Source: an optimization exercise on an open RTL-to-GDS flow (aim: small area, a short achievable clock period and few clock cycles per item). Production flows keep margins and buffers that such runs may drop. The RTL was checked by simulation tests, not by an equivalence proof against the original design. Power and IR drop assume default switching activity.

==> flow/design.v (excerpt) <==
module oi1_codec (
    input  wire        clk,
    input  wire        rst,
    input  wire        cmd_valid,
    output wire        cmd_ready,
    input  wire [7:0]  cmd_op,
    input  wire [15:0] cmd_len,
    input  wire        in_valid,
    output wire        in_ready,
    input  wire [7:0]  in_data,
    output wire        out_valid,
    input  wire        out_ready,
    output wire [7:0]  out_data,
    output wire        rsp_valid,
    output wire [3:0]  rsp_status,
    output wire [1:0]  rsp_version,
    output wire        rsp_verified,
    output wire [31:0] rsp_crc,
    output wire [31:0] rsp_expected,
    output wire [7:0]  rsp_err_char,
    output wire [15:0] rsp_err_pos,
    output wire        rsp_is_valid,
    output wire [1:0]  rsp_reason,
    output wire [6:0]  rsp_quality,
    output wire [2:0]  rsp_issues
);
  localparam [7:0] OP_CRC    = 8'h02;
  localparam [7:0] OP_ENCODE = 8'h07;
  localparam [7:0] OP_DECODE = 8'h08;
  localparam [7:0] OP_VALID  = 8'h0A;
  localparam [7:0] OP_QUAL   = 8'h0B;
  localparam [3:0] ST_OK         = 4'd0;
  localparam [3:0] ST_FORMAT     = 4'd2;
  localparam [3:0] ST_VALIDATION = 4'd3;
  localparam [3:0] ST_DECODING   = 4'd4;
  localparam [3:0] ST_INTEGRITY  = 4'd5;
  localparam [3:0] ST_BADCMD     = 4'd7;
  localparam [7:0] SYM_O  = 8'h4F;   
  localparam [7:0] SYM_0  = 8'h30;   
  localparam [7:0] SYM_I  = 8'h49;   
  localparam [7:0] SYM_L  = 8'h6C;   
  ...
==> flow/config.mk <==
export PLATFORM = sky130hd
export DESIGN_NAME = oi1_codec
export DESIGN_NICKNAME = oi1_codec
export VERILOG_FILES = /design/flow/design.v
export SDC_FILE = /design/flow/constraint.sdc
export NUM_CORES = 4
export LEC_CHECK = 0
export CAP_MARGIN = 20
export CORE_MARGIN = 2
export CORE_UTILIZATION = 40
export SLEW_MARGIN = 20
export SYNTH_MEMORY_MAX_BITS = 16384
==> flow/constraint.sdc <==
create_clock -name core_clock -period 13.0 [get_ports {clk}]
set_input_delay 2.6000 -clock core_clock [delete_from_list [all_inputs] [get_ports {clk}]]
set_output_delay 2.6000 -clock core_clock [all_outputs]
set_load 0.01 [all_outputs]
standard.sh (not shown) runs the stock make flow with config.mk's settings and CLKGATE_MAP_FILE= SYNTH_SCRIPT=/design/flow/synth_recipe.tcl, a recipe that flattens the netlist after the stock synthesis.
==> flow/flow/run.sh <==
#!/bin/bash
# Own layout flow: the standard synthesis unchanged, then the standard layout with a
# larger setup-slack margin, so that ORFS's timing repair keeps working on paths well below the
# clock period. Each step's full output goes to a log file of its own in this folder.
set -euo pipefail
bash standard.sh synth > synth.log 2>&1
bash standard.sh SETUP_SLACK_MARGIN=9.3 finish > layout.log 2>&1
The baseline finished with timing, DRC and antenna clean.
Testbench counts at the start, summed over its fixed seeds: cycles 20,325, items 13,868.
Then changed:
--- a/flow/flow/run.sh
+++ b/flow/flow/run.sh
@@ -6,2 +6,2 @@
 bash standard.sh synth > synth.log 2>&1
-bash standard.sh SETUP_SLACK_MARGIN=9.3 finish > layout.log 2>&1
+bash standard.sh SETUP_SLACK_MARGIN=9.3 CTS_BUF_LIST=sky130_fd_sc_hd__clkbuf_8 CORE_UTILIZATION=60 finish > layout.log 2>&1
What happened: Total power fell by a few percent. Setup slack loses 0.15 ns. Final area rose slightly. Via count rose by a few percent. Die area fell by a quarter to a third. Hold slack is about the same. Combinational power rose by a little under a tenth.

* * *

Another version of the RTL of oi1_codec (not shown whole).
For scale: ~2200 cells after synthesis, roughly 160 I/O pins.
==> flow/config.mk <==
export PLATFORM = sky130hd
export DESIGN_NAME = oi1_codec
export DESIGN_NICKNAME = oi1_codec
export VERILOG_FILES = /design/flow/design.v
export SDC_FILE = /design/flow/constraint.sdc
export NUM_CORES = 4
export LEC_CHECK = 0
export CAP_MARGIN = 20
export CORE_MARGIN = 2
export CORE_UTILIZATION = 40
export SLEW_MARGIN = 20
export SYNTH_MEMORY_MAX_BITS = 16384
==> flow/constraint.sdc <==
create_clock -name core_clock -period 13.0 [get_ports {clk}]
set_input_delay 2.6000 -clock core_clock [delete_from_list [all_inputs] [get_ports {clk}]]
set_output_delay 2.6000 -clock core_clock [all_outputs]
set_load 0.01 [all_outputs]
==> flow/flow/run.sh <==
#!/bin/bash
# Own layout flow: the standard synthesis unchanged, then the standard layout with a
# larger setup-slack margin, so that ORFS's timing repair keeps working on paths well below the
# clock period. Each step's full output goes to a log file of its own in this folder.
set -euo pipefail
bash standard.sh synth > synth.log 2>&1
bash standard.sh SETUP_SLACK_MARGIN=9.45 finish > layout.log 2>&1
Testbench counts at the start, summed over its fixed seeds: cycles 20,327, items 13,868.
Next try:
--- a/flow/flow/run.sh
+++ b/flow/flow/run.sh
@@ -7 +7 @@
-bash standard.sh SETUP_SLACK_MARGIN=9.45 finish > layout.log 2>&1
+bash standard.sh SETUP_SLACK_MARGIN=9.3 TNS_END_PERCENT=10 SLEW_MARGIN=10 CAP_MARGIN=10 CTS_CLUSTER_SIZE=30 CTS_CLUSTER_DIAMETER=80 finish > layout.log 2>&1
Outcome: Total power goes down by 15%; worst setup slack improved by 0.017 ns; via count goes down by 3.4%; routed wire length goes down by 2.0%; die area does not change; area after synthesis is unchanged; combinational power goes down by 14%; final area goes down by 5.8%; fmax goes up by 0.44%.
Next try:
--- a/flow/flow/run.sh
+++ b/flow/flow/run.sh
@@ -7 +7 @@
-bash standard.sh SETUP_SLACK_MARGIN=9.3 TNS_END_PERCENT=10 SLEW_MARGIN=10 CAP_MARGIN=10 CTS_CLUSTER_SIZE=30 CTS_CLUSTER_DIAMETER=80 finish > layout.log 2>&1
+bash standard.sh SETUP_SLACK_MARGIN=9.3 TNS_END_PERCENT=10 SLEW_MARGIN=10 CAP_MARGIN=10 CTS_CLUSTER_SIZE=25 CTS_CLUSTER_DIAMETER=60 finish > layout.log 2>&1
- final area came out higher by about 1.8%
- count of clock-buffer cells in the layout came out higher by 23
- synthesized area does not change
- setup slack improves by 0.025 ns
- power came out higher by about 9%
- routed wire length came out higher by 0.46%
- register-to-register slack improves by 0.07 ns

afterwards: timing with drivers on the ports:
The flow's constraints put no driver on any port. The routed layouts listed below were extracted and timed again, unchanged, in two steps.
Step 1, drivers: a clkbuf_16 drives clk and a buf_2 each remaining input, both assumed.
Step 2, shift: input delay + t, output delay - t, t = (earliest + latest rising clock arrival at the registers) / 2. This alone moves slack from input paths to output paths.
a / b / c = no drivers / after step 1 / after step 2; a / b = the first two.
run	t (ns)	slack for setup (ns)	clock arrival spread, ns	pins driven straight from the clock port
the first run of note 1	0.625	9.205 / 9.146 / 8.773	0.032 / 0.032	1
the second run of note 1	0.715	9.057 / 9.004 / 8.707	0.024 / 0.024	1
the first run of note 2	0.635	9.133 / 9.074 / 8.919	0.023 / 0.022	1
the second run of note 2	0.613	9.150 / 9.096 / 8.586	0.028 / 0.027	1
the third run of note 2	0.599	9.174 / 9.119 / 8.654	0.021 / 0.021	1
After both steps setup and hold are still met in every run listed. For the second run of note 2, which loses most, drivers alone change the setup slack by -0.054 ns; drivers and shift together by -0.564 ns.
